Background: an optimization exercise with open tools, aiming at small area. Do not read the settings as production practice.
The RTL was checked by simulation tests, not by an equivalence proof against the original design.
The clock port is modelled as an ideal driver; clocking choices that lean on that would not hold on a real chip.
Power and IR drop assume default switching activity.

### design/flow/flow/run.sh
#!/bin/bash
# Own layout flow: the standard flow (standard.sh) with
#  - synthesis: the standard script without adder cells and with the smallest of several area-oriented abc mappings,
#  - port buffers: buf_1 instead of the default pick,
#  - clock tree: built by flow/mantree.tcl before ORFS's CTS step (a clkbuf_8 root on the
#    clock port driving clkbuf_8 leaves, each for about 18 flip-flops grouped by location);
#    TritonCTS is then pointed at the port net only, which it leaves alone.
set -euo pipefail
W=$(pwd)
export FLOW_WORK=$W
export MY_ABC_DIR=$W/flow
export BUFFER_PORTS_ARGS="-buffer_cell sky130_fd_sc_hd__buf_1"
export PRE_CTS_TCL=$W/flow/mantree.tcl
export MT_CLK=clk MT_LEAF=sky130_fd_sc_hd__clkbuf_8 MT_ROOT=sky130_fd_sc_hd__clkbuf_8 MT_SIZE=18
export CTS_ARGS="-clk_nets clk"
sed "s#SYNTH_SCRIPT=[^ ]*#SYNTH_SCRIPT=$W/flow/my_synth.tcl#" standard.sh > my_standard.sh
grep -q "SYNTH_SCRIPT=$W/flow/my_synth.tcl" my_standard.sh
bash my_standard.sh synth > synth.log 2>&1
bash my_standard.sh > layout.log 2>&1
test -f out/final.def
### design/flow/flow/mantree.tcl
# Manual clock tree: FFs grouped by k-means on location, one leaf buffer per group,
# all leaves driven by one root buffer on the clock port.
set block [ord::get_db_block]
set db [ord::get_db]
set leaf_master [$db findMaster $::env(MT_LEAF)]
set root_master [$db findMaster $::env(MT_ROOT)]
set clk_net [$block findNet $::env(MT_CLK)]
set sinks {}
foreach it [$clk_net getITerms] {
  if {[$it isInputSignal] || [$it getIoType] eq "INPUT"} { lappend sinks $it }
}
set n [llength $sinks]
set k [expr {int(ceil(double($n) / $::env(MT_SIZE)))}]
puts "MANTREE sinks $n groups $k"
# positions
set xs {}; set ys {}
foreach it $sinks {
  set b [[$it getInst] getBBox]
  lappend xs [expr {([$b xMin] + [$b xMax]) / 2.0}]
  lappend ys [expr {([$b yMin] + [$b yMax]) / 2.0}]
}
# init centers: spread along sorted order of x+y
set order [lsort -real -indices [lmap x $xs y $ys {expr {$x + $y}}]]
set cx {}; set cy {}
for {set j 0} {$j < $k} {incr j} {
  set i [lindex $order [expr {int(($j + 0.5) * $n / $k)}]]
  lappend cx [lindex $xs $i]; lappend cy [lindex $ys $i]
}
# balanced k-means: assign by distance with capacity limit
set cap [expr {int(ceil(double($n) / $k))}]
for {set iter 0} {$iter < 30} {incr iter} {
  set pairs {}
  for {set i 0} {$i < $n} {incr i} {
    for {set j 0} {$j < $k} {incr j} {
      set d [expr {abs([lindex $xs $i] - [lindex $cx $j]) + abs([lindex $ys $i] - [lindex $cy $j])}]
      lappend pairs [list $d $i $j]
    }
  }
  set pairs [lsort -real -index 0 $pairs]
  set asg [lrepeat $n -1]; set cnt [lrepeat $k 0]
  set left $n
  foreach p $pairs {
    lassign $p d i j
    if {[lindex $asg $i] >= 0} continue
    if {[lindex $cnt $j] >= $cap} continue
    lset asg $i $j; lset cnt $j [expr {[lindex $cnt $j] + 1}]
    incr left -1
    if {$left == 0} break
  }
  set sx [lrepeat $k 0.0]; set sy [lrepeat $k 0.0]
  for {set i 0} {$i < $n} {incr i} {
    set j [lindex $asg $i]
    lset sx $j [expr {[lindex $sx $j] + [lindex $xs $i]}]
    lset sy $j [expr {[lindex $sy $j] + [lindex $ys $i]}]
  }
  for {set j 0} {$j < $k} {incr j} {
    set c [lindex $cnt $j]
    if {$c > 0} { lset cx $j [expr {[lindex $sx $j] / $c}]; lset cy $j [expr {[lindex $sy $j] / $c}] }
  }
}
# build
set root [odb::dbInst_create $block $root_master "mt_root"]
set rnet [odb::dbNet_create $block "mt_root_net"]
$rnet setSigType CLOCK
[$root findITerm A] connect $clk_net
[$root findITerm X] connect $rnet
set mx 0.0; set my 0.0
for {set j 0} {$j < $k} {incr j} {
  set b [odb::dbInst_create $block $leaf_master "mt_leaf_$j"]
  set net [odb::dbNet_create $block "mt_leaf_net_$j"]
  $net setSigType CLOCK
  [$b findITerm A] connect $rnet
  [$b findITerm X] connect $net
  $b setLocation [expr {int([lindex $cx $j])}] [expr {int([lindex $cy $j])}]
  $b setPlacementStatus PLACED
  set mx [expr {$mx + [lindex $cx $j]}]; set my [expr {$my + [lindex $cy $j]}]
  for {set i 0} {$i < $n} {incr i} {
    if {[lindex $asg $i] == $j} {
      set it [lindex $sinks $i]
      $it disconnect
      $it connect $net
    }
  }
  puts "MANTREE leaf $j sinks [lindex $cnt $j]"
}
$root setLocation [expr {int($mx / $k)}] [expr {int($my / $k)}]
$root setPlacementStatus PLACED
### design/flow/flow/my_synth.tcl
# The standard synthesis (synth_recipe.tcl, sourced unchanged), with only the
# combinational mapping changed: no adder extraction into ha/fa cells (ADDER_MAP_FILE
# cleared), and abc run with each area-oriented script in flow/*.abc, keeping the
# mapping with the smallest cell area. Registers are untouched.
proc abc {args} {
  set i [lsearch -exact $args -script]
  if {$i < 0} { return [yosys abc {*}$args] }
  set libargs {}
  foreach lib $::env(LIB_FILES) { lappend libargs -liberty $lib }
  yosys design -save pre_abc
  set best ""; set best_area 1e18
  foreach s [lsort [glob $::env(MY_ABC_DIR)/*.abc]] {
    yosys design -load pre_abc
    lset args [expr {$i + 1}] $s
    yosys abc {*}$args
    set f $::env(OBJECTS_DIR)/abc_try.txt
    yosys tee -q -o $f stat {*}$libargs
    set fh [open $f r]; set txt [read $fh]; close $fh
    if {[regexp {Chip area for module '[^']*': ([0-9.]+)} $txt -> a]} {
      puts "ABC_TRY [file tail $s] area $a"
      if {$a < $best_area} { set best_area $a; set best $s }
    }
  }
  puts "ABC_BEST [file tail $best] area $best_area"
  yosys design -load pre_abc
  lset args [expr {$i + 1}] $best
  yosys abc {*}$args
}
set ::env(ADDER_MAP_FILE) ""
source $::env(FLOW_WORK)/synth_recipe.tcl
### design/flow/flow/s14.abc
strash
dc2
&get -n
&st
&dch -f
&nf -R 1000
&put
strash
dc2
&get -n
&st
&dch -f
&nf -R 1000
&put
topo
### design/flow/flow/s22.abc
strash
&get -n
&st
&syn4
&dch -f
&nf -R 1000
&put
strash
dc2
&get -n
&st
&dch -f
&nf -R 1000
&put
topo
### design/flow/flow/s26.abc
strash
&get -n
&st
&syn4
&dch -f
&nf -R 1000 -p -F 10 -A 6 -C 32
&put
strash
dc2
&get -n
&st
&dch -f
&nf -R 1000 -p -F 10 -A 6 -C 32
&put
topo
### design/flow/flow/s29.abc
strash
&get -n
&st
&syn4
&dch -f
&nf -R 1000 -p -F 10 -A 6 -C 32
&put
strash
dc2
&get -n
&st
&dch -f
&nf -R 1000 -p -F 10 -A 6 -C 32
&put
strash
dc2
&get -n
&st
&dch -f
&nf -R 1000 -p -F 10 -A 6 -C 32
&put
topo
### design/flow/flow/s32.abc
strash
&get -n
&st
&syn4
&dch -f
&nf -R 1000 -p -F 20 -A 10 -C 32 -E 10
&put
strash
dc2
&get -n
&st
&dch -f
&nf -R 1000 -p -F 20 -A 10 -C 32 -E 10
&put
topo
### design/flow/flow/t01.abc
strash
&get -n
&st
&syn4
&dch -f
&nf -R 1000 -p -F 30 -A 20 -C 32 -E 30
&put
strash
dc2
&get -n
&st
&dch -f
&nf -R 1000 -p -F 30 -A 20 -C 32 -E 30
&put
topo
### design/flow/flow/t02.abc
strash
&get -n
&st
&syn2
&dch -f
&nf -R 1000 -p -F 20 -A 10 -C 32 -E 10
&put
strash
dc2
&get -n
&st
&dch -f
&nf -R 1000 -p -F 20 -A 10 -C 32 -E 10
&put
topo
### design/flow/flow/t03.abc
strash
&get -n
&st
&dc2
&syn4
&dch -f
&nf -R 1000 -p -F 20 -A 10 -C 32 -E 10
&put
strash
&get -n
&st
&syn4
&dch -f
&nf -R 1000 -p -F 20 -A 10 -C 32 -E 10
&put
topo
### design/flow/flow/t04.abc
strash
&get -n
&st
&syn4
&dch -f
&nf -R 1000 -p -F 20 -A 10 -C 32 -E 10
&put
strash
dc2
&get -n
&st
&dch -f
&nf -R 1000 -p -F 20 -A 10 -C 32 -E 10
&put
strash
dc2
&get -n
&st
&dch -f
&nf -R 1000 -p -F 20 -A 10 -C 32 -E 10
&put
topo
### design/flow/flow/t05.abc
strash
dc2
resub -K 8
rewrite
refactor
&get -n
&st
&syn4
&dch -f
&nf -R 1000 -p -F 10 -A 6 -C 32
&put
strash
dc2
&get -n
&st
&dch -f
&nf -R 1000 -p -F 10 -A 6 -C 32
&put
topo
### design/flow/flow/t06.abc
strash
&get -n
&st
&synch2
&dch -f
&nf -R 1000 -p -F 20 -A 10 -C 32 -E 10
&put
strash
&get -n
&st
&syn4
&dch -f
&nf -R 1000 -p -F 20 -A 10 -C 32 -E 10
&put
topo
### design/flow/flow/t07.abc
strash
&get -n
&st
&syn4
&dch -f
&nf -R 1000
&put
strash
dc2
&get -n
&st
&dch -f
&nf -R 1000 -p -F 20 -A 10 -C 32 -E 10
&put
topo
### design/flow/flow/t08.abc
strash
&get -n
&st
&syn4
&syn4
&dch -f
&nf -R 1000 -p -F 10 -A 6 -C 32
&put
strash
dc2
&get -n
&st
&dch -f
&nf -R 1000 -p -F 10 -A 6 -C 32
&put
topo
### design/flow/standard.sh
#!/bin/bash
# synth_recipe.tcl (not shown) runs the flow's synth.tcl, then flattens the netlist and writes it again
# the make line also repeats each setting of config.mk as NAME=value (left out here)
make -C /OpenROAD-flow-scripts/flow DESIGN_CONFIG=/design/flow/config.mk WORK_HOME=/design/flow/orfs CLKGATE_MAP_FILE= SYNTH_SCRIPT=/design/flow/synth_recipe.tcl "${@:-finish}"
### design/flow/config.mk
export PLATFORM = sky130hd
export DESIGN_NAME = owir
export DESIGN_NICKNAME = owir
export VERILOG_FILES = /design/flow/design.v
export SDC_FILE = /design/flow/constraint.sdc
export NUM_CORES = 4
export LEC_CHECK = 0
export CAP_MARGIN = 20
export CORE_MARGIN = 2
export CORE_UTILIZATION = 65
export SLEW_MARGIN = 20
### design/flow/constraint.sdc
create_clock -name core_clock -period 10.0 [get_ports {clk}]
set_input_delay 2.0000 -clock core_clock [delete_from_list [all_inputs] [get_ports {clk}]]
set_output_delay 2.0000 -clock core_clock [all_outputs]
set_load 0.01 [all_outputs]
### design/flow/design.v
module owir_sync #(
    parameter WIDTH  = 1,
    parameter STAGES = 2,
    parameter [WIDTH-1:0] RESET_VAL = {WIDTH{1'b1}}
) (
    input  wire             clk,
    input  wire             rst,
    input  wire [WIDTH-1:0] d,
    output wire [WIDTH-1:0] q
);
    reg [WIDTH-1:0] stage [0:STAGES-1];
    integer i;
    always @(posedge clk) begin
        if (rst) begin
            for (i = 0; i < STAGES; i = i + 1)
                stage[i] <= RESET_VAL;
        end else begin
            stage[0] <= d;
            for (i = 1; i < STAGES; i = i + 1)
                stage[i] <= stage[i-1];
        end
    end
    assign q = stage[STAGES-1];
endmodule
module owir_onewire (
    input  wire        clk,
    input  wire        rst,
    input  wire        cmd_wr,        
    input  wire [15:0] cmd_v,
    input  wire        line,          
    output wire [1:0]  role,
    output reg         idle_high,
    output wire        busy,
    output reg  [2:0]  op,
    output reg  [2:0]  bitno,
    output reg  [1:0]  result,
    output reg  [7:0]  rdata,
    output wire        done_flag,     
    output wire        err_flag       
);
    localparam [8:0] CNT_END  = 9'b011101111;
    localparam [8:0] CNT_MASK = 9'b011101111;
    localparam [8:0] C480 = 9'b001101010;    
    localparam [8:0] C40  = 9'b010110111;    
    localparam [8:0] C300 = 9'b100010111;    
    localparam [8:0] C61  = 9'b001100000;    
    localparam [8:0] E4   = 9'b000001100;    
    localparam [8:0] E4M  = 9'b000001000;
    localparam [8:0] E59  = 9'b101110111;    
    localparam [8:0] E59M = 9'b100110100;
    localparam [8:0] E10  = 9'b100100111;    
    localparam [8:0] E10M = 9'b000000101;
    reg [1:0] ph;         
    reg [8:0] cnt;
    reg [7:0] sh;
    assign busy = !(ph[1] && ph[0]);
    assign role = busy ? {1'b0, ph == 2'd0} : {idle_high, 1'b0};
    wire is_rst  = !op[2] && !op[1] && op[0];
    wire is_wr   = !op[0];
    wire is_rd   = !is_wr && !is_rst;
    wire is_byte = op[2];
    wire rsv_ok  = (cmd_v[7:3] == 5'd0);
    wire accept  = cmd_wr && !busy && rsv_ok;
    wire [2:0] new_op = cmd_v[2:0];
    wire at_end = (cnt & CNT_MASK) == (CNT_END & CNT_MASK);
    wire at_e4  = (cnt & E4M)  == (E4  & E4M);
    wire at_e59 = (cnt & E59M) == (E59 & E59M);
    wire at_e10 = (cnt & E10M) == (E10 & E10M);
    wire more   = is_byte && !(&bitno);
    wire end0 = busy && ph == 2'd0 &&
                (is_rst ? at_end : is_wr ? (sh[0] ? at_e4 : at_e59) : 1'b1);
    wire end1 = busy && ph == 2'd1 && (is_rd ? at_e10 : at_end);
    wire end2 = busy && ph == 2'd2 && at_end;
    wire next_bit = more && ((end1 && is_wr) || (end2 && is_rd));
    wire finish   = (end1 && is_wr && !more) || (end2 && (is_rst || !more));
    assign done_flag = finish;
    assign err_flag  = cmd_wr && (busy || !rsv_ok);
    always @(posedge clk) begin
        if (!busy)
            cnt <= (new_op == 3'd1) ? C480 : C61;
        else if (is_rst && end0)
            cnt <= C40;
        else if (is_rst && end1)
            cnt <= C300;
        else if (next_bit)
            cnt <= C61;
        else
            cnt <= {cnt[7:0], ~(cnt[8] ^ cnt[4])};
    end
    always @(posedge clk) begin
        if (!busy)
            sh <= cmd_v[15:8];
        else if (end1)
            sh <= {line, sh[7:1]};
    end
    always @(posedge clk) begin
        if (rst) begin
            ph        <= 2'd3;
            idle_high <= 1'b0;
            op        <= 3'd0;
            bitno     <= 3'd0;
            result    <= 2'd0;
            rdata     <= 8'd0;
        end else begin
            if (end0 || end1 || end2)
                ph <= (finish || next_bit) ? {finish, finish} : ph + 2'd1;
            if (next_bit)
                bitno <= bitno + 3'd1;
            if (end2 && is_rst)
                result <= !line ? 2'd3 : !sh[7] ? 2'd1 : 2'd2;
            if (finish && is_rd)
                rdata <= is_byte ? sh : {7'd0, sh[7]};
            if (accept && new_op != 3'd0) begin
                op <= new_op;
                if (new_op[2] && new_op[1]) begin
                    idle_high <= !new_op[0];
                end else begin
                    ph    <= 2'd0;
                    bitno <= 3'd0;
                    if (new_op == 3'd1)
                        result <= 2'd0;
                end
            end
        end
    end
endmodule
module owir_tick (
    input  wire        clk,
    input  wire        rst,
    input  wire        tick_en,
    input  wire        btn_en,
    input  wire [3:0]  btn,         
    output wire        beat,
    output reg  [15:0] beat_cnt,
    output wire [2:0]  local_val,   
    output reg  [5:0]  hold,        
    output wire [3:0]  db_nz,
    output wire        btn_flag     
);
    localparam [9:0] DIV_S0   = 10'b0110111011;
    localparam [9:0] DIV_END  = 10'b1011011011;
    localparam [9:0] DIV_MASK = 10'b1011111011;
    localparam [4:0] DB_LOAD  = 5'b00010;
    localparam [4:0] DB_ZMASK = 5'b10111;
    localparam [4:0] DB_LAST  = 5'b10000;
    localparam [4:0] DB_LMASK = 5'b11101;
    reg [9:0] div;
    reg [1:0] lv;          
    reg [4:0] db [0:3];
    reg [3:0] btn_prev;
    assign beat = tick_en && ((div & DIV_MASK) == (DIV_END & DIV_MASK));
    wire [9:0] div_nx = {div[8:0], ~(div[9] ^ div[6])};
    reg  [4:0] db_n [0:3];
    reg  [3:0] honour, nz;
    integer k;
    always @(*) begin
        for (k = 0; k < 4; k = k + 1) begin
            nz[k]     = (db[k] & DB_ZMASK) != 5'd0;
            honour[k] = btn_en && btn_prev[k] && !btn[k] &&
                        (!nz[k] || (beat && (db[k] & DB_LMASK) == (DB_LAST & DB_LMASK)));
            db_n[k]   = honour[k] ? DB_LOAD :
                        (beat && nz[k]) ? {db[k][3:0], ~(db[k][4] ^ db[k][2])} : db[k];
        end
    end
    assign btn_flag = |honour;
    assign db_nz = nz;
    wire       hold_nz = hold != 6'd0;
    wire [5:0] hold_d  = (beat && hold_nz) ? hold - 6'd1 : hold;
    wire       collapse = beat && (hold[5:1] == 5'd0);
    wire [1:0] pressed_id = honour[0] ? 2'd1 :
                            honour[1] ? 2'd2 :
                            honour[2] ? 2'd3 : 2'd0;
    assign local_val = {hold_nz && lv == 2'd0, lv};
    always @(posedge clk)
        btn_prev <= btn;
    always @(posedge clk) begin
        if (!tick_en || beat)
            div <= DIV_S0;
        else
            div <= div_nx;
    end
    always @(posedge clk) begin
        if (rst) begin
            beat_cnt  <= 16'd0;
            lv        <= 2'd0;
            hold      <= 6'd0;
            for (k = 0; k < 4; k = k + 1)
                db[k] <= 5'd0;
        end else begin
            if (beat)
                beat_cnt <= beat_cnt + 16'd1;
            for (k = 0; k < 4; k = k + 1)
                db[k] <= db_n[k];
            if (btn_flag) begin
                lv        <= pressed_id;
                hold      <= 6'd48;
            end else begin
                if (collapse)
                    lv <= 2'd0;
                hold <= hold_d;
            end
        end
    end
endmodule
module owir_irtx (
    input  wire       clk,
    input  wire       rst,
    input  wire       tick_en,
    input  wire       tx_en,
    input  wire       beat,
    input  wire [2:0] local_val,    
    output reg  [3:0] slot,
    output reg  [2:0] snap,
    output reg        frame_active,
    output wire       transmit,
    output wire       ir_tx_o
);
    localparam [3:0] CAR_END  = 4'b1010;
    localparam [3:0] CAR_MASK = 4'b1101;
    reg [3:0] car_cnt;
    reg       car_phase;
    wire start = slot[3] && slot[1] && slot[0];    
    reg slot_on;
    always @(*) begin
        case (slot)
            4'd0, 4'd1, 4'd5: slot_on = 1'b1;
            4'd2:             slot_on = !snap[2];
            4'd3:             slot_on = !snap[1];
            4'd4:             slot_on = !snap[0];
            default:          slot_on = 1'b0;
        endcase
    end
    assign transmit = frame_active && slot_on;
    always @(posedge clk) begin
        if (rst) begin
            slot         <= 4'd11;
            snap         <= 3'd0;
            frame_active <= 1'b0;
        end else if (!tick_en) begin
            slot         <= 4'd11;
            frame_active <= 1'b0;
        end else if (beat) begin
            if (start) begin
                slot         <= 4'd0;
                snap         <= local_val;
                frame_active <= tx_en && (local_val != 3'd0);
            end else begin
                slot         <= slot + 4'd1;
            end
        end
    end
    always @(posedge clk) begin
        if (!transmit) begin
            car_cnt   <= 4'd0;
            car_phase <= 1'b1;
        end else if ((car_cnt & CAR_MASK) == (CAR_END & CAR_MASK)) begin
            car_cnt   <= 4'd0;
            car_phase <= !car_phase;
        end else begin
            car_cnt   <= {car_cnt[2:0], ~(car_cnt[3] ^ car_cnt[2])};
        end
    end
    assign ir_tx_o = transmit && car_phase;
endmodule
module owir_irrx (
    input  wire       clk,
    input  wire       rst,
    input  wire       rx_en,
    input  wire       beat,
    input  wire       line,          
    output reg  [2:0] rx_state,
    output reg  [3:0] rx_acc,
    output reg  [3:0] peer_val,
    output wire       peer_valid,
    output reg  [4:0] age,           
    output wire       rx_flag,       
    output wire       err_flag       
);
    localparam [2:0] S_IDLE = 3'd0, S_START = 3'd1, S_B0 = 3'd2, S_B1 = 3'd3,
                     S_B2 = 3'd4, S_B3 = 3'd5, S_MARK = 3'd6, S_STOP = 3'd7;
    localparam [9:0] RX_HALF  = 10'b1000001110;
    localparam [9:0] RX_SLOT  = 10'b1000101110;
    localparam [9:0] RX_END   = 10'b0111010101;
    localparam [9:0] RX_MASK  = 10'b1111111111;
    reg       rx_prev;
    reg [9:0] rx_cnt;
    wire idle   = (rx_state == S_IDLE);
    wire fall   = rx_prev && !line;
    wire firing = rx_en && !idle && ((rx_cnt & RX_MASK) == (RX_END & RX_MASK));
    assign rx_flag  = firing && (rx_state == S_STOP) && line;
    assign err_flag = firing && (((rx_state == S_START) && line) ||
                                 ((rx_state == S_STOP)  && !line));
    wire age_sat = age[4] && age[3] && age[0];       
    assign peer_valid = !age_sat;
    always @(posedge clk) begin
        if (idle)
            rx_cnt <= RX_HALF;
        else if (firing)
            rx_cnt <= RX_SLOT;
        else
            rx_cnt <= {rx_cnt[8:0], ~(rx_cnt[9] ^ rx_cnt[6])};
    end
    always @(posedge clk)
        rx_prev <= line;
    always @(posedge clk) begin
        if (rst) begin
            rx_state   <= S_IDLE;
            rx_acc     <= 4'd0;
            peer_val   <= 4'd0;
            age        <= 5'd25;
        end else begin
            if (beat) begin
                if (!age_sat)
                    age <= age + 5'd1;
                if (age[4] && age[3])                      
                    peer_val <= 4'd0;
            end
            if (!rx_en) begin
                rx_state <= S_IDLE;
            end else if (idle) begin
                if (fall) begin
                    rx_state <= S_START;
                    rx_acc   <= 4'd0;
                end
            end else if (firing) begin
                case (rx_state)
                    S_START: rx_state <= line ? S_IDLE : S_B0;
                    S_B0, S_B1, S_B2, S_B3: begin
                        rx_acc   <= {rx_acc[2:0], line};
                        rx_state <= rx_state + 3'd1;
                    end
                    S_MARK:  rx_state <= S_STOP;
                    default: begin  
                        rx_state <= S_IDLE;
                        if (line) begin
                            peer_val <= rx_acc;
                            age      <= 5'd0;
                        end
                    end
                endcase
            end
        end
    end
endmodule
module owir (
    input  wire        clk,
    input  wire        rst,
    input  wire        bus_sel,
    input  wire        bus_we,
    input  wire [4:0]  bus_off,
    input  wire [15:0] bus_wdata,
    input  wire        bus_size,
    output reg  [15:0] bus_rdata,
    output wire        ow_oe,
    output wire        ow_o,
    input  wire        ow_i,
    output wire        ir_tx_o,
    input  wire        ir_rx_i,
    input  wire [3:0]  btn_i,
    output wire        irq_tick,
    output wire        irq_ow,
    output wire        irq_rx,
    output wire        irq_btn
);
    wire ow_s, ir_s;
    wire [3:0] btn_s;
    owir_sync #(.WIDTH(6), .STAGES(2), .RESET_VAL(6'h3F)) u_sync (
        .clk(clk), .rst(rst),
        .d({btn_i, ir_rx_i, ow_i}),
        .q({btn_s, ir_s, ow_s})
    );
    wire [3:0] reg_idx = bus_off[4:1];
    wire       wr      = bus_sel && bus_we;
    wire       wr_ctrl = wr && (reg_idx == 4'd0);
    wire       wr_ifg  = wr && (reg_idx == 4'd1);
    wire       wr_cmd  = wr && (reg_idx == 4'd2);
    reg [3:0] ctrl_en, ctrl_ie;
    reg [5:0] ifg;
    wire tick_en = ctrl_en[0];
    wire tx_en   = ctrl_en[1];
    wire rx_en   = ctrl_en[2];
    wire btn_en  = ctrl_en[3];
    wire        beat;
    wire [15:0] beat_cnt;
    wire [2:0]  local_val;
    wire [5:0]  hold;
    wire [3:0]  db_nz;
    wire        btn_flag;
    owir_tick u_tick (
        .clk(clk), .rst(rst), .tick_en(tick_en), .btn_en(btn_en), .btn(btn_s),
        .beat(beat), .beat_cnt(beat_cnt), .local_val(local_val), .hold(hold),
        .db_nz(db_nz), .btn_flag(btn_flag)
    );
    wire [3:0] slot;
    wire [2:0] snap;
    wire       frame_active, transmit;
    owir_irtx u_tx (
        .clk(clk), .rst(rst), .tick_en(tick_en), .tx_en(tx_en), .beat(beat),
        .local_val(local_val), .slot(slot), .snap(snap),
        .frame_active(frame_active), .transmit(transmit), .ir_tx_o(ir_tx_o)
    );
    wire [2:0] rx_state;
    wire [3:0] rx_acc, peer_val;
    wire       peer_valid;
    wire [4:0] age;
    wire       rx_flag, rx_err_flag;
    owir_irrx u_rx (
        .clk(clk), .rst(rst), .rx_en(rx_en), .beat(beat), .line(ir_s),
        .rx_state(rx_state), .rx_acc(rx_acc), .peer_val(peer_val),
        .peer_valid(peer_valid), .age(age), .rx_flag(rx_flag), .err_flag(rx_err_flag)
    );
    wire [1:0] ow_role, ow_result;
    wire       ow_idle_high, ow_busy;
    wire [2:0] ow_op, ow_bit;
    wire [7:0] ow_rdata;
    wire       ow_done_flag, ow_err_flag;
    owir_onewire u_ow (
        .clk(clk), .rst(rst), .cmd_wr(wr_cmd), .cmd_v(bus_wdata), .line(ow_s),
        .role(ow_role), .idle_high(ow_idle_high), .busy(ow_busy), .op(ow_op),
        .bitno(ow_bit), .result(ow_result), .rdata(ow_rdata),
        .done_flag(ow_done_flag), .err_flag(ow_err_flag)
    );
    wire [5:0] ifg_set = {ow_err_flag, rx_err_flag, btn_flag, rx_flag, ow_done_flag, beat};
    wire [5:0] ifg_clr = wr_ifg ? bus_wdata[5:0] : 6'd0;
    always @(posedge clk) begin
        if (rst) begin
            ctrl_en <= 4'd0;
            ctrl_ie <= 4'd0;
            ifg     <= 6'd0;
        end else begin
            if (wr_ctrl) begin
                ctrl_en <= bus_wdata[3:0];
                ctrl_ie <= bus_wdata[11:8];
            end
            ifg <= (ifg & ~ifg_clr) | ifg_set;
        end
    end
    assign ow_oe = ow_role[0] || ow_role[1];
    assign ow_o  = ow_role[1];
    assign irq_tick = ifg[0] && ctrl_ie[0];
    assign irq_ow   = ifg[1] && ctrl_ie[1];
    assign irq_rx   = ifg[2] && ctrl_ie[2];
    assign irq_btn  = ifg[3] && ctrl_ie[3];
    always @(*) begin
        case (reg_idx)
            4'h0: bus_rdata = {4'd0, ctrl_ie, 4'd0, ctrl_en};
            4'h1: bus_rdata = {10'd0, ifg};
            4'h3: bus_rdata = {2'b00, ow_bit, ow_op, 1'b0, ow_s, ow_result,
                               ow_idle_high, ow_role, ow_busy};
            4'h4: bus_rdata = {8'h00, ow_rdata};
            4'h5: bus_rdata = {5'd0, ir_tx_o, frame_active, transmit, 1'b0, snap, 1'b0, local_val};
            4'h6: bus_rdata = {7'd0, ir_s, rx_acc, 1'b0, rx_state};
            4'h7: bus_rdata = {3'd0, age, 3'b000, peer_valid, peer_val};
            4'h8: bus_rdata = beat_cnt;
            4'h9: bus_rdata = {12'h000, slot};
            4'hA: bus_rdata = {4'h0, btn_s, 4'h0, db_nz};
            4'hB: bus_rdata = {10'd0, hold};
            default: bus_rdata = 16'h0000;
        endcase
    end
endmodule
==> run notes <==
-- cell usage in the layout (no fill, tap or decap), types with 5 or more instances in the layout --
master	n
dfxtp_1	152
nor2_1	61
nand2_1	58
buf_1	51
a22o_1	45
a21oi_1	40
o21ai_0	32
nor3_1	28
and2_0	23
a222oi_1	22
nand2b_1	15
and3_1	15
or2_0	15
nand3_1	14
clkinv_1	13
a22oi_1	10
nor4_1	10
clkbuf_8	10
nand4_1	9
a31oi_1	9
xnor2_1	9
edfxtp_1	8
or3_1	7
mux2_1	7
nor2b_1	7
buf_4	6
xor2_1	5
-- per-layer routing --
layer | vias to the layer above | track usage [%] | share of wire, %
met5 | - | 0 | 0
met4 | 0 | 7.590 | 3.1
met3 | 45 | 4.720 | 8.6
met2 | 245 | 50.91 | 46
met1 | 2559 | 40.34 | 43
li1 | 2595 | - | -
-- final cells by class --
type / count / area, µm²
fillers: 770 / 2507
inverters: 13 / 48.80
well taps: 129 / 161.4
multi-input cells: 478 / 2904
plain buffers: 10 / 137.6
repair buffers: 58 / 241.5
flip-flops and latches: 160 / 3283
-- synthesized netlist by cell type, types with 9 or more instances --
master / count
clkinv_1: 13
nor4_1: 10
or2_0: 15
nor2_1: 61
nand2_1: 58
a222oi_1: 22
a22o_1: 45
xnor2_1: 9
a22oi_1: 10
nand3_1: 14
nand4_1: 9
o21ai_0: 32
and2_0: 23
nand2b_1: 15
nor3_1: 29
and3_1: 15
a21oi_1: 40
dfxtp_1: 152
a31oi_1: 9
-- metrics by stage --
step	utilization [%]	power, mW
after floorplan	-	0.6802
after global placement	71.51	0.6977
after detailed placement	71.51	0.6989
after CTS	72.99	0.8997
after global routing	72.99	0.9914
final	72.99	0.9645
-- critical path: stages --
cell	delay (ps)
buf_1	290
nand2b_1	210
nor3_2	800
a222oi_1	270
nand4_1	180
a221o_1	150
buf_1	160
-- where the power goes --
group / total, mW / switching, mW / internal (mW) / leakage [nW]
combinational: 0.0338 / 0.0235 / 0.0103 / 1.02
clock: 0.279 / 0.189 / 0.0908 / 0.0719
sequential: 0.651 / 0.00377 / 0.648 / 1.31
-- sequential cells by signal (all words and copies together), names as in the netlist, 4 cells and up --
register / count
u_tick.hold: 6
u_tx.slot: 4
u_tick.div: 10
u_rx.peer_val: 4
u_sync.stage: 12
u_rx.rx_acc: 4
u_tick.beat_cnt: 16
u_rx.age: 5
ctrl_ie: 4
u_ow.rdata: 8
ctrl_en: 4
u_rx.rx_cnt: 10
u_tx.car_cnt: 4
u_ow.sh: 8
ifg: 6
u_tick.db: 20
u_tick.btn_prev: 4
u_ow.cnt: 9
-- cells by family (layout without fill, tap and decap cells) --
| kind of cell | count (synthesis) | count (layout) |
|---|---|---|
| and+or+nand+nor | 273 | 273 |
| AOI/OAI and AO/OA | 181 | 181 |
| DFF | 160 | 160 |
| buffers and inverters | 13 | 81 |
| xor gates and xnor gates | 14 | 14 |
| muxes | 10 | 10 |
-- final timing paths --
path	start	to	slack [ps]
setup reg to reg	u_tick.div[5]$_SDFF_PP1_	u_tick.beat_cnt[15]$_SDFFE_PP0N_	6230
hold reg to reg	u_sync.stage[1][4]$_SDFF_PP1_	u_tick.btn_prev[2]$_DFF_P_	390
setup / recovery	bus_off[4]	bus_rdata[2]	3920
hold / removal	u_sync.stage[1][4]$_SDFF_PP1_	u_tick.btn_prev[2]$_DFF_P_	390
==> results.py <==
metrics = {
    "outcome": {
        "status": "timing/DRC/antenna clean",
    },
    "logic_synthesis": {
        "ys_warn_count": 9,
        "synth-edff-count": 8,
        "ys_seq_area_share_pct": 52.69,
        "synth_top_family_by_area": "simple AND/OR/NAND/NOR gates",
        "synth.mux.area_fraction_pct": 1.747,
        "synth-adder-area-share_pct": 0,
        "yosys_most_used_dff": "dfxtp_1",
        "syn-num-nets": 683,
        "synthTopCellsByArea": "dfxtp_1, a22o_1, edfxtp_1",
        "syn_avg_cell_area_um2": 9.571,
        "async_flop_share_pct": 0,
        "ys_types": 44,
        "synth_compound_area_share_pct": 20.70,
        "syn_area_mm2": 0.006231,
        "synth-xor-area-share_pct": 1.968,
        "synth-seq-cells": 160,
        "synthSimpleGateAreaFrac_pct": 22.11,
        "synth_top_area_share_pct": 48.84,
        "synth_top_area_cell": "dfxtp_1",
        "syn_inst": 651,
    },
    "cells_and_area": {
        "nets": 753,
        "area_growth_syn_to_layout_pct": 8.755,
        "drive_gt1_share_pct": 2.503,
        "n_antenna_cell": 0,
        "finalInstanceArea_mm2": 0.006777,
        "fin_cells": 848,
    },
    "drt": {
        "first_pass_iters": 10,
        "ant_nets": 0,
        "num_vias": 5444,
        "first_iter_violations": 579,
        "wirelength_um": 15690,
        "wire_per_inst_um": 18.50,
        "drc": 0,
        "via_per_inst": 6.420,
    },
    "sta": {
        "rsz0062_at_grt": "false",
        "period_minus_slack_ps": 6075,
        "drv_slew": 0,
        "worst_pin_slew_ps": 1077,
        "fmax_mhz": 164.6,
        "finalSetupTns_ps": 0,
        "whs_ps": 385.4,
        "skew_ps": 14.80,
        "fin_crit_sh_pct": 60.75,
        "relSlewSlack_pct": 27.65,
        "setup_viol": 0,
        "final-hold-violation-count": 0,
        "fin_ws_ps": 3925,
    },
    "clocking": {
        "cts_resized": 0,
        "cts_hold_buf": 0,
        "cts_setup_buffers": 0,
        "cts.clk_slew.worst_paths_ps": 110,
        "clock_latency_ps": 420,
    },
    "worst_setup_path": {
        "reg2regPathDepth": 15,
        "crit_path_max_fanout": 16,
        "start_kind": "primary input",
        "endpoint_kind": "output pin",
        "path_class": "in -> out",
        "cp.required_ps": 8000,
        "cp.arrival_ps": 4080,
    },
    "grt": {
        "gr-total-overflow": 0,
        "first_global_vias": 5041,
        "grt_max_degree": 47,
        "antenna_found_initial": 0,
        "grt_usage_pct": 29.99,
        "grt_pass1_wl_um": 24910,
    },
    "place": {
        "place.gp.congestion": 0.9163,
        "portBuffers": 52,
        "dp.final_hpwl_um": 11450,
        "pre_cts_ws_ps": 3980,
        "dp.cells": 838,
        "placed_area_mm2": 0.006639,
    },
    "floorplan": {
        "rows": 35,
        "die_h_um": 101.9,
        "start_util_pct": 67.12,
        "die_w_um": 101.9,
        "ioPinCount": 55,
        "die_area_mm2": 0.01039,
        "core_mm2": 0.009284,
    },
    "power": {
        "pwr_density_cell_mw_per_mm2": 142.3,
        "max-vdd-ir-drop_mv": 0.1134,
        "leakagePower_nw": 2.409,
    },
    "flow_run": {
        "drv_cap": 0,
    },
    "min_path": {
        "hp-class": "reg -> reg",
        "hold_depth": 0,
    },
}

what the ideal ports hide:
Ports are ideal in the flow. The routed layout listed here was re-timed in OpenROAD.
Step 1 sets driving cells, clkbuf_16 on the clock port and buf_2 on the other inputs (assumed; they add their load-dependent delay and slew).
Step 2 moves the port delays by t, midway between the first and last clock arrival at a register: inputs arrive t later, outputs are due t later. That takes back most of the time a late clock gives input paths.
a / b / c = no drivers / after step 1 / after step 2; a / b = the first two.
t, ns: 0.451
setup WS [ns]: 3.925 / 3.898 / 3.898
worst slew at a driven data input, ns: 0.05
After both steps setup and hold are still met in this run. For this run, drivers alone change the setup slack by -0.027 ns; drivers and shift together by -0.027 ns.
